What follows belongs to an exercise in optimizing a design on an open flow for small area, a short achievable clock period and few clock cycles per item; a production flow would make more cautious choices. RTL that was checked went through simulation tests only; none was proved equivalent to the original. The flow treats the clock pin as an ideal source. Dropping or thinning the clock tree relies on that and would not hold on a real chip. No activity file was given, so power comes from the tool's default toggle rates.

## the previous run
==> flow/design.v <==
module glyph_rounder (
    input  wire       clk,
    input  wire       rst,         
    input  wire       in_valid,
    output wire       in_ready,
    input  wire [7:0] in_data,
    output wire       out_valid,
    input  wire       out_ready,
    output wire [7:0] out_data
);
    reg [7:0] a [0:8];
    reg [6:0] up;
    reg [2:0] kin;           
    reg       a0v;           
    reg [2:0] j;             
    reg       pend;          
    reg       pv;            
    reg       plast;         
    reg [2:0] pcr;
    reg [5:0] rem;           
    reg       inv_a;         
    reg [7:0] obuf, skid;
    reg       ov, sv;
    reg       rdy;           
    assign in_ready  = rdy;
    assign out_valid = ov;
    assign out_data  = obuf;
    wire upper    = pend & ~sv;                 
    wire lower    = a0v & (~pend | ~sv);        
    wire rdy_i    = ~a0v | ~pend | ~sv;         
    wire complete = lower & (kin == 3'd7);      
    wire top      = (j == 3'd0);
    wire bot      = (j == 3'd7);
    wire [6:0] b0  = a[0][6:0];
    wire       s1  = b0[0] ^ b0[1] ^ b0[2];
    wire       c1  = (b0[0] & b0[1]) | (b0[0] & b0[2]) | (b0[1] & b0[2]);
    wire       s2  = b0[3] ^ b0[4] ^ b0[5];
    wire       c2  = (b0[3] & b0[4]) | (b0[3] & b0[5]) | (b0[4] & b0[5]);
    wire       s3  = s1 ^ s2 ^ b0[6];
    wire       c3  = (s1 & s2) | (s1 & b0[6]) | (s2 & b0[6]);
    wire [2:0] pc  = {(c1 & c2) | (c1 & c3) | (c2 & c3), c1 ^ c2 ^ c3, s3};
    wire [5:0] rem_n  = rem - {3'd0, pcr};
    wire       inv_c  = rem[5] | (rem == 6'd0) |
                        ((rem[4:3] == 2'd0) & (pcr >= rem[2:0]));
    wire       inv    = plast ? inv_c : inv_a;
    wire [6:0] ctr = a[8][6:0];
    wire [8:0] hp  = {inv, ctr, inv};               
    wire [6:0] uu  = top ? {7{inv}} : up;
    wire [6:0] dd  = bot ? {7{inv}} : a[7][6:0];
    wire [6:0] cor = (hp[8:2] ^ hp[6:0]) & (uu ^ dd);
    wire [7:0] row_out = {a[8][7], (ctr & ~cor) | ({7{inv}} & cor)};
    wire [8:1] en;
    genvar gp;
    generate
        for (gp = 1; gp < 9; gp = gp + 1) begin : g_en
            assign en[gp] = lower | (upper & (gp > kin));
        end
    endgenerate
    wire       do_lower;
    wire       a0v_n, ofree, skid_en, ov_n, sv_n, rdy_n;
    wire       pend_n = complete | (pend & ~(upper & bot));
    wire [2:0] j_n    = complete ? 3'd0 : j + {2'd0, upper};
    glyph_rounder_late u_late (
        .in_valid  (in_valid),
        .out_ready (out_ready),
        .rdy_i     (rdy_i),
        .a0v_keep  (a0v & ~lower),
        .pend_n    (pend_n),
        .ov        (ov),
        .sv        (sv),
        .consume   (upper),
        .do_lower  (do_lower),
        .a0v_n     (a0v_n),
        .ofree     (ofree),
        .skid_en   (skid_en),
        .ov_n      (ov_n),
        .sv_n      (sv_n),
        .rdy_n     (rdy_n)
    );
    integer p;
    always @(posedge clk) begin
        if (do_lower)
            a[0] <= in_data;
        for (p = 1; p < 9; p = p + 1)
            if (en[p])
                a[p] <= a[p - 1];
        if (upper)
            up <= ctr;
        pcr <= pc;
        if (plast)
            inv_a <= inv_c;
        if (ofree)
            obuf <= sv ? skid : row_out;
        if (skid_en)
            skid <= row_out;
    end
    always @(posedge clk) begin
        if (rst) begin
            kin    <= 3'd0;
            a0v    <= 1'b0;
            j      <= 3'd0;
            pend   <= 1'b0;
            pv     <= 1'b0;
            plast  <= 1'b0;
            rem    <= 6'd29;
            ov     <= 1'b0;
            sv     <= 1'b0;
            rdy    <= 1'b1;
        end else begin
            kin    <= kin + {2'd0, lower};
            a0v    <= a0v_n;
            j      <= j_n;
            pend   <= pend_n;
            pv     <= lower;
            plast  <= complete;
            if (plast)
                rem <= 6'd29;
            else if (pv)
                rem <= rem_n;
            ov     <= ov_n;
            sv     <= sv_n;
            rdy    <= rdy_n;
        end
    end
endmodule
module glyph_rounder_late (
    input  wire       in_valid,
    input  wire       out_ready,
    input  wire       rdy_i,
    input  wire       a0v_keep,
    input  wire       pend_n,
    input  wire       ov,
    input  wire       sv,
    input  wire       consume,
    output wire       do_lower,   
    output wire       a0v_n,
    output wire       ofree,      
    output wire       skid_en,    
    output wire       ov_n,
    output wire       sv_n,
    output wire       rdy_n
);
    assign do_lower = in_valid & rdy_i;
    assign a0v_n    = do_lower | a0v_keep;
    assign ofree    = ~ov | out_ready;
    assign skid_en  = ov & ~out_ready & consume;
    assign ov_n     = sv | consume | (ov & ~out_ready);
    assign sv_n     = ov & ~out_ready & (sv | consume);
    assign rdy_n    = ~a0v_n | ~pend_n | ~sv_n;
endmodule
export LEC_CHECK = 0
export ABC_AREA = 1
export CAP_MARGIN = 20
export CORE_MARGIN = 2
export CORE_UTILIZATION = 40
export PLACE_DENSITY = 0.6
export SETUP_SLACK_MARGIN = 5.0
export SLEW_MARGIN = 20
export SYNTH_HIERARCHICAL = 1
export SYNTH_MINIMUM_KEEP_SIZE = 0
create_clock -name core_clock -period 8.0 [get_ports {clk}]
standard.sh (not shown) runs the stock make flow with config.mk's settings and CLKGATE_MAP_FILE= SYNTH_SCRIPT=/design/flow/synth_recipe.tcl, a recipe that flattens the netlist after the stock synthesis.
==> flow/flow/run.sh <==
#!/bin/bash
# Standard ORFS layout (the standard.sh) with these changes:
#  - port buffers of sky130_fd_sc_hd__buf_2,
#  - a tighter repair_timing target (SETUP_SLACK_MARGIN),
#  - the clock tree built by flow/mcts.tcl: the clock port drives four
#    clkbuf_16, each driving the clock pins of one quarter of the registers.
# Make's output goes to flow_make.log; each ORFS step keeps its own log
# under orfs/logs/.
set -euo pipefail
here=$(pwd)
export MCTS_K=4
export MCTS_BUF=sky130_fd_sc_hd__clkbuf_16
bash standard.sh finish \
    "BUFFER_PORTS_ARGS=-buffer_cell sky130_fd_sc_hd__buf_2" \
    SETUP_SLACK_MARGIN=5.68 \
    "PRE_CTS_TCL=$here/flow/pre_cts.tcl" \
    > flow_make.log 2>&1
Other scripts of this flow, unchanged in this note and not shown: flow/flow/mcts.tcl, flow/flow/pre_cts.tcl
Testbench counts of the previous run, summed over its fixed seeds: cycles 25,680, items 3,200.
[inputs] the current run vs the previous run
--- a/flow/design.v
+++ b/flow/design.v
@@ -15,7 +15,6 @@
     reg [2:0] j;             
     reg       pend;          
-    reg       pv;            
     reg       plast;         
-    reg [2:0] pcr;
+    reg [2:0] pcr;           
     reg [5:0] rem;           
     reg       inv_a;         
@@ -87,5 +86,4 @@
         if (upper)
             up <= ctr;
-        pcr <= pc;
         if (plast)
             inv_a <= inv_c;
@@ -101,5 +99,5 @@
             j      <= 3'd0;
             pend   <= 1'b0;
-            pv     <= 1'b0;
+            pcr    <= 3'd0;
             plast  <= 1'b0;
             rem    <= 6'd29;
@@ -112,10 +110,7 @@
             j      <= j_n;
             pend   <= pend_n;
-            pv     <= lower;
+            pcr    <= lower ? pc : 3'd0;
             plast  <= complete;
-            if (plast)
-                rem <= 6'd29;
-            else if (pv)
-                rem <= rem_n;
+            rem    <= plast ? 6'd29 : rem_n;
             ov     <= ov_n;
             sv     <= sv_n;
[summary]
The current run | stages: all done | timing, DRC, antenna: all pass
Against the previous run as the reference, the current run delivers a higher multi-input gate share of the layout cell area.
Compared with the previous run, the current run shows filler-free cell count of the finished design lower by about 2.5%.
The previous run → the current run: net switching power of the design down 0.015 mW, routed wire length decreased 320 microns, total power after layout shrank by about 3%.
Portion of the clock cycle consumed by the worst path in the final layout: the previous run vs the current run — no meaningful difference
Testbench counts of the current run, summed over its fixed seeds: cycles 25,680, items 3,200.
In every run of this note, the design's own scripts or RTL, not TritonCTS, make the clock network.

---

## v6
// glyph_rounder: RTL as listed in full above, without the edits since
Settings: LEC_CHECK=0, ABC_AREA=1, CAP_MARGIN=20, CORE_MARGIN=2, CORE_UTILIZATION=40, PLACE_DENSITY=0.6, SETUP_SLACK_MARGIN=5.0, SLEW_MARGIN=20, SYNTH_HIERARCHICAL=1, SYNTH_MINIMUM_KEEP_SIZE=0; clock period 8.0 ns.
==> flow/flow/run.sh <==
#!/bin/bash
# Standard ORFS layout (the standard.sh) with these changes:
#  - port buffers of sky130_fd_sc_hd__buf_2,
#  - a tighter repair_timing target (SETUP_SLACK_MARGIN),
#  - the clock tree built by flow/mcts.tcl: the clock port drives four
#    clkbuf_16, each driving the clock pins of one quarter of the registers.
# Make's output goes to flow_make.log; each ORFS step keeps its own log
# under orfs/logs/.
set -euo pipefail
here=$(pwd)
export MCTS_K=4
export MCTS_BUF=sky130_fd_sc_hd__clkbuf_16
bash standard.sh finish \
    "BUFFER_PORTS_ARGS=-buffer_cell sky130_fd_sc_hd__buf_2" \
    SETUP_SLACK_MARGIN=5.7 \
    "PRE_CTS_TCL=$here/flow/pre_cts.tcl" \
    > flow_make.log 2>&1
Other scripts of this flow, unchanged in this note and not shown: flow/flow/mcts.tcl, flow/flow/pre_cts.tcl
In summary, v6 completed successfully, with a layout that passed the timing, design-rule and antenna checks.
Testbench counts of v6, summed over its fixed seeds: cycles 25,680, items 3,200.
Inputs modified between v6 and v7:
--- a/flow/design.v
+++ b/flow/design.v
@@ -9,9 +9,9 @@
     output wire [7:0] out_data
 );
     reg [7:0] a [0:8];
     reg [6:0] up;
-    reg [2:0] kin;           
+    reg [2:0] rcv;           
     reg       a0v;           
     reg [2:0] j;             
     reg       pend;          
     reg       pv;            
@@ -27,9 +27,10 @@
     assign out_data  = obuf;
     wire upper    = pend & ~sv;                 
     wire lower    = a0v & (~pend | ~sv);        
     wire rdy_i    = ~a0v | ~pend | ~sv;         
-    wire complete = lower & (kin == 3'd7);      
+    wire [2:0] kin = rcv - {2'd0, a0v};         
+    wire complete = lower & (rcv == 3'd0);      
     wire top      = (j == 3'd0);
     wire bot      = (j == 3'd7);
     wire [6:0] b0  = a[0][6:0];
     wire       s1  = b0[0] ^ b0[1] ^ b0[2];
@@ -56,21 +57,25 @@
             assign en[gp] = lower | (upper & (gp > kin));
         end
     endgenerate
     wire       do_lower;
+    wire [2:0] rcv_n;
     wire       a0v_n, ofree, skid_en, ov_n, sv_n, rdy_n;
     wire       pend_n = complete | (pend & ~(upper & bot));
     wire [2:0] j_n    = complete ? 3'd0 : j + {2'd0, upper};
     glyph_rounder_late u_late (
         .in_valid  (in_valid),
         .out_ready (out_ready),
         .rdy_i     (rdy_i),
+        .rcv       (rcv),
+        .rcv_inc   (rcv + 3'd1),
         .a0v_keep  (a0v & ~lower),
         .pend_n    (pend_n),
         .ov        (ov),
         .sv        (sv),
         .consume   (upper),
         .do_lower  (do_lower),
+        .rcv_n     (rcv_n),
         .a0v_n     (a0v_n),
         .ofree     (ofree),
         .skid_en   (skid_en),
         .ov_n      (ov_n),
@@ -95,9 +100,9 @@
             skid <= row_out;
     end
     always @(posedge clk) begin
         if (rst) begin
-            kin    <= 3'd0;
+            rcv    <= 3'd0;
             a0v    <= 1'b0;
             j      <= 3'd0;
             pend   <= 1'b0;
             pv     <= 1'b0;
@@ -106,9 +111,9 @@
             ov     <= 1'b0;
             sv     <= 1'b0;
             rdy    <= 1'b1;
         end else begin
-            kin    <= kin + {2'd0, lower};
+            rcv    <= rcv_n;
             a0v    <= a0v_n;
             j      <= j_n;
             pend   <= pend_n;
             pv     <= lower;
@@ -126,22 +131,26 @@
 module glyph_rounder_late (
     input  wire       in_valid,
     input  wire       out_ready,
     input  wire       rdy_i,
+    input  wire [2:0] rcv,
+    input  wire [2:0] rcv_inc,
     input  wire       a0v_keep,
     input  wire       pend_n,
     input  wire       ov,
     input  wire       sv,
     input  wire       consume,
     output wire       do_lower,   
+    output wire [2:0] rcv_n,
     output wire       a0v_n,
     output wire       ofree,      
     output wire       skid_en,    
     output wire       ov_n,
     output wire       sv_n,
     output wire       rdy_n
 );
     assign do_lower = in_valid & rdy_i;
+    assign rcv_n    = do_lower ? rcv_inc : rcv;
     assign a0v_n    = do_lower | a0v_keep;
     assign ofree    = ~ov | out_ready;
     assign skid_en  = ov & ~out_ready & consume;
     assign ov_n     = sv | consume | (ov & ~out_ready);
Results
- Per the final summary, v7 finished and its layout is clean on timing, DRC and antenna.
- The standard cells in v7 occupy more silicon area than those in v6 do.
- The synthesized cell count on v7 is in line with that on v6.
- Looking at leakage power total, v7 sits 1.3% higher than v6 does.
- Compared with v6, in v7 sequential share of layout area fell 0.73 points, wire length climbed 370 um, maximum clock frequency decreased by about 3% relative to the old numbers, met1 routed wirelength after detailed routing saw little to no change.
Function not checked in v7: the RTL went through the layout flow alone. In every run of this note, the design's own scripts or RTL, not TritonCTS, make the clock network.

---

glyph_rounder, a different RTL version from the one above (not shown whole).
Size: roughly 440 cells after synthesis, ~5000 um2 of cells after synthesis.
==> module glyph_rounder, before the edit <==
module glyph_rounder (
    input  wire       clk,
    input  wire       rst,         
    input  wire       in_valid,
    output wire       in_ready,
    input  wire [7:0] in_data,
    output wire       out_valid,
    input  wire       out_ready,
    output wire [7:0] out_data
);
    reg [7:0] a [0:8];
    reg [6:0] up;
    reg [2:0] rcv;           
    reg       a0v;           
    reg [2:0] j;             
    reg       pend;          
    reg       newrow;        
    reg       pv;            
    reg [2:0] pcr;
    reg [5:0] rem;           
    reg       inv_a;         
    reg       inv_b;         
    reg [7:0] obuf, skid;
    reg       ov, sv;
    reg       rdy;           
    assign in_ready  = rdy;
    assign out_valid = ov;
    assign out_data  = obuf;
    wire upper    = pend & ~sv;                 
    wire lower    = a0v & (~pend | ~sv);        
    wire rdy_i    = ~a0v | ~pend | ~sv;         
    wire [2:0] kin = rcv - {2'd0, a0v};         
    wire complete = lower & (rcv == 3'd0);      
    wire top      = (j == 3'd0);
    wire bot      = (j == 3'd7);
    wire [6:0] b0  = a[0][6:0];
    wire       s1  = b0[0] ^ b0[1] ^ b0[2];
    wire       c1  = (b0[0] & b0[1]) | (b0[0] & b0[2]) | (b0[1] & b0[2]);
    wire       s2  = b0[3] ^ b0[4] ^ b0[5];
    wire       c2  = (b0[3] & b0[4]) | (b0[3] & b0[5]) | (b0[4] & b0[5]);
    wire       s3  = s1 ^ s2 ^ b0[6];
    wire       c3  = (s1 & s2) | (s1 & b0[6]) | (s2 & b0[6]);
    wire [2:0] pc  = {(c1 & c2) | (c1 & c3) | (c2 & c3), c1 ^ c2 ^ c3, s3};
    wire       plast  = pv & (newrow ? (rcv == 3'd1) : (rcv == 3'd0));
    wire [5:0] rem_n  = rem - {3'd0, pcr};
    wire       inv_c  = rem[5] | (rem == 6'd0) |
                        ((rem[4:3] == 2'd0) & (pcr >= rem[2:0]));
    wire       cnew   = plast & top;                
    wire       inv    = cnew ? inv_c : inv_a;
    wire [6:0] ctr = a[8][6:0];
    wire [7:0] row_out;
    glyph_rounder_row u_row (
        .ctr  (a[8]),
        .dn   (a[7][6:0]),
        .up   (up),
        .top  (top),
        .bot  (bot),
        .inv  (inv),
        .row  (row_out)
    );
    wire [8:1] en;
    genvar gp;
    generate
        for (gp = 1; gp < 9; gp = gp + 1) begin : g_en
            assign en[gp] = lower | (upper & (gp > kin));
        end
    endgenerate
    wire       do_lower;
    wire [2:0] rcv_n;
    wire       a0v_n, ofree, skid_en, ov_n, sv_n, rdy_n;
    wire       pend_n = complete | (pend & ~(upper & bot));
    wire [2:0] j_n    = complete ? 3'd0 : j + {2'd0, upper};
    glyph_rounder_late u_late (
        .in_valid  (in_valid),
        .out_ready (out_ready),
        .rdy_i     (rdy_i),
        .rcv       (rcv),
        .rcv_inc   (rcv + 3'd1),
        .a0v_keep  (a0v & ~lower),
        .pend_n    (pend_n),
        .ov        (ov),
        .sv        (sv),
        .consume   (upper),
        .do_lower  (do_lower),
        .rcv_n     (rcv_n),
        .a0v_n     (a0v_n),
        .ofree     (ofree),
        .skid_en   (skid_en),
        .ov_n      (ov_n),
        .sv_n      (sv_n),
        .rdy_n     (rdy_n)
    );
    integer p;
    always @(posedge clk) begin
        if (do_lower)
            a[0] <= in_data;
        for (p = 1; p < 9; p = p + 1)
            if (en[p])
                a[p] <= a[p - 1];
        if (upper)
            up <= ctr;
        pcr <= pc;
        if (plast && !(pend && top))
            inv_b <= inv_c;
        if (cnew)
            inv_a <= inv_c;
        else if (complete)
            inv_a <= plast ? inv_c : inv_b;
        if (ofree)
            obuf <= sv ? skid : row_out;
        if (skid_en)
            skid <= row_out;
    end
    always @(posedge clk) begin
        if (rst) begin
            rcv    <= 3'd0;
            a0v    <= 1'b0;
            j      <= 3'd0;
            pend   <= 1'b0;
            newrow <= 1'b0;
            pv     <= 1'b0;
            rem    <= 6'd29;
            ov     <= 1'b0;
            sv     <= 1'b0;
            rdy    <= 1'b1;
        end else begin
            rcv    <= rcv_n;
            a0v    <= a0v_n;
            j      <= j_n;
            pend   <= pend_n;
            newrow <= do_lower;
            pv     <= newrow;
            if (plast)
                rem <= 6'd29;
            else if (pv)
                rem <= rem_n;
            ov     <= ov_n;
            sv     <= sv_n;
            rdy    <= rdy_n;
        end
    end
endmodule
==> module glyph_rounder_row, before the edit <==
module glyph_rounder_row (
    input  wire [7:0] ctr,
    input  wire [6:0] dn,
    input  wire [6:0] up,
    input  wire       top,
    input  wire       bot,
    input  wire       inv,
    output wire [7:0] row
);
    wire [8:0] hp  = {inv, ctr[6:0], inv};          
    wire [6:0] uu  = top ? {7{inv}} : up;
    wire [6:0] dd  = bot ? {7{inv}} : dn;
    wire [6:0] cor = (hp[8:2] ^ hp[6:0]) & (uu ^ dd);
    assign row = {ctr[7], (ctr[6:0] & ~cor) | ({7{inv}} & cor)};
endmodule
export LEC_CHECK = 0
export ABC_AREA = 1
export CAP_MARGIN = 20
export CORE_MARGIN = 2
export CORE_UTILIZATION = 40
export PLACE_DENSITY = 0.6
export SETUP_SLACK_MARGIN = 5.0
export SLEW_MARGIN = 20
export SYNTH_HIERARCHICAL = 1
export SYNTH_MINIMUM_KEEP_SIZE = 0
create_clock -name core_clock -period 8.0 [get_ports {clk}]
==> flow/flow/run.sh <==
#!/bin/bash
# Standard ORFS layout (the standard.sh) with these changes:
#  - port buffers of sky130_fd_sc_hd__buf_2,
#  - a tighter repair_timing target (SETUP_SLACK_MARGIN),
#  - the clock tree built by flow/mcts.tcl: the clock port drives four
#    clkbuf_16, each driving the clock pins of one quarter of the registers.
# Make's output goes to flow_make.log; each ORFS step keeps its own log
# under orfs/logs/.
set -euo pipefail
here=$(pwd)
export MCTS_K=4
export MCTS_BUF=sky130_fd_sc_hd__clkbuf_16
bash standard.sh finish \
    "BUFFER_PORTS_ARGS=-buffer_cell sky130_fd_sc_hd__buf_2" \
    SETUP_SLACK_MARGIN=5.6 \
    "PRE_CTS_TCL=$here/flow/pre_cts.tcl" \
    > flow_make.log 2>&1
Other scripts of this flow, unchanged in this note and not shown: flow/flow/mcts.tcl, flow/flow/pre_cts.tcl
The baseline passed the timing, design-rule and antenna checks.
Edit:
--- a/flow/design.v
+++ b/flow/design.v
@@ -28,9 +28,8 @@
     assign out_data  = obuf;
     wire upper    = pend & ~sv;                 
     wire lower    = a0v & (~pend | ~sv);        
     wire rdy_i    = ~a0v | ~pend | ~sv;         
-    wire [2:0] kin = rcv - {2'd0, a0v};         
     wire complete = lower & (rcv == 3'd0);      
     wire top      = (j == 3'd0);
     wire bot      = (j == 3'd7);
     wire [6:0] b0  = a[0][6:0];
@@ -47,23 +46,20 @@
                         ((rem[4:3] == 2'd0) & (pcr >= rem[2:0]));
     wire       cnew   = plast & top;                
     wire       inv    = cnew ? inv_c : inv_a;
     wire [6:0] ctr = a[8][6:0];
-    wire [7:0] row_out;
-    glyph_rounder_row u_row (
-        .ctr  (a[8]),
-        .dn   (a[7][6:0]),
-        .up   (up),
-        .top  (top),
-        .bot  (bot),
-        .inv  (inv),
-        .row  (row_out)
-    );
-    wire [8:1] en;
+    wire [8:0] hp  = {inv, ctr, inv};               
+    wire [6:0] uu  = top ? {7{inv}} : up;
+    wire [6:0] dd  = bot ? {7{inv}} : a[7][6:0];
+    wire [6:0] cor = (hp[8:2] ^ hp[6:0]) & (uu ^ dd);
+    wire [7:0] row_out = {a[8][7], (ctr & ~cor) | ({7{inv}} & cor)};
+    wire [8:1] en, gt;
     genvar gp;
     generate
         for (gp = 1; gp < 9; gp = gp + 1) begin : g_en
-            assign en[gp] = lower | (upper & (gp > kin));
+            assign gt[gp] = a0v ? ((rcv == 3'd0) ? (gp == 8) : (gp >= rcv))
+                                : (gp > rcv);
+            assign en[gp] = lower | (upper & gt[gp]);
         end
     endgenerate
     wire       do_lower;
     wire [2:0] rcv_n;
@@ -168,19 +164,4 @@
     assign ov_n     = sv | consume | (ov & ~out_ready);
     assign sv_n     = ov & ~out_ready & (sv | consume);
     assign rdy_n    = ~a0v_n | ~pend_n | ~sv_n;
 endmodule
-module glyph_rounder_row (
-    input  wire [7:0] ctr,
-    input  wire [6:0] dn,
-    input  wire [6:0] up,
-    input  wire       top,
-    input  wire       bot,
-    input  wire       inv,
-    output wire [7:0] row
-);
-    wire [8:0] hp  = {inv, ctr[6:0], inv};          
-    wire [6:0] uu  = top ? {7{inv}} : up;
-    wire [6:0] dd  = bot ? {7{inv}} : dn;
-    wire [6:0] cor = (hp[8:2] ^ hp[6:0]) & (uu ^ dd);
-    assign row = {ctr[7], (ctr[6:0] & ~cor) | ({7{inv}} & cor)};
-endmodule
Effect: Via count goes down by 0.45%; clock power goes down by about 2%; combinational power goes down by about 6%; power goes down by 2.1%; critical path depth goes down by 3; register-to-register slack gets worse by 0.05 ns; utilization hardly moves; global-route usage goes down by 0.23 points; cell count goes down by 5.7%; synthesized area goes down by 1.6%; maximum frequency goes up by 2.6%; final area goes down by 0.91%.
Function was not checked in any run of this note: the RTL went through the layout flow alone. No run of this note takes its clock network from TritonCTS; it comes from the design's own scripts or RTL.

[separate check: timing with driven ports]
In the flow no input, the clock included, has a driving cell. The finished layouts below were timed again as built, in two steps.
Step 1: set_driving_cell puts a clkbuf_16 on clk and a buf_2 on each other input, an assumption about the parent block.
Step 2, shift: input delay + t, output delay - t, t = (earliest + latest rising clock arrival at the registers) / 2. This alone moves slack from input paths to output paths.
a / b / c = no drivers / after step 1 / after step 2; a / b = the first two.
run | shift t [ns] | slack for setup (ns) | clock arrival spread, ns | worst slew at a driven data input, ns | cell pins on the clock port's net
the previous run | 0.246 | 5.694 / 5.613 / 5.575 | 0.015 / 0.014 | 0.03 | 4
the current run | 0.238 | 5.683 / 5.609 / 5.567 | 0.021 / 0.021 | 0.03 | 4
v6 | 0.241 | 5.702 / 5.623 / 5.566 | 0.010 / 0.011 | 0.03 | 4
v7 | 0.240 | 5.634 / 5.558 / 5.578 | 0.013 / 0.014 | 0.03 | 4
the first run of note 3 | 0.244 | 5.645 / 5.612 / 5.461 | 0.014 / 0.014 | 0.03 | 4
the second run of note 3 | 0.246 | 5.705 / 5.624 / 5.561 | 0.018 / 0.018 | 0.03 | 4
After both steps every run listed still meets setup and hold. For the first run of note 3, which loses most, drivers alone change the setup slack by -0.033 ns; drivers and shift together by -0.184 ns.
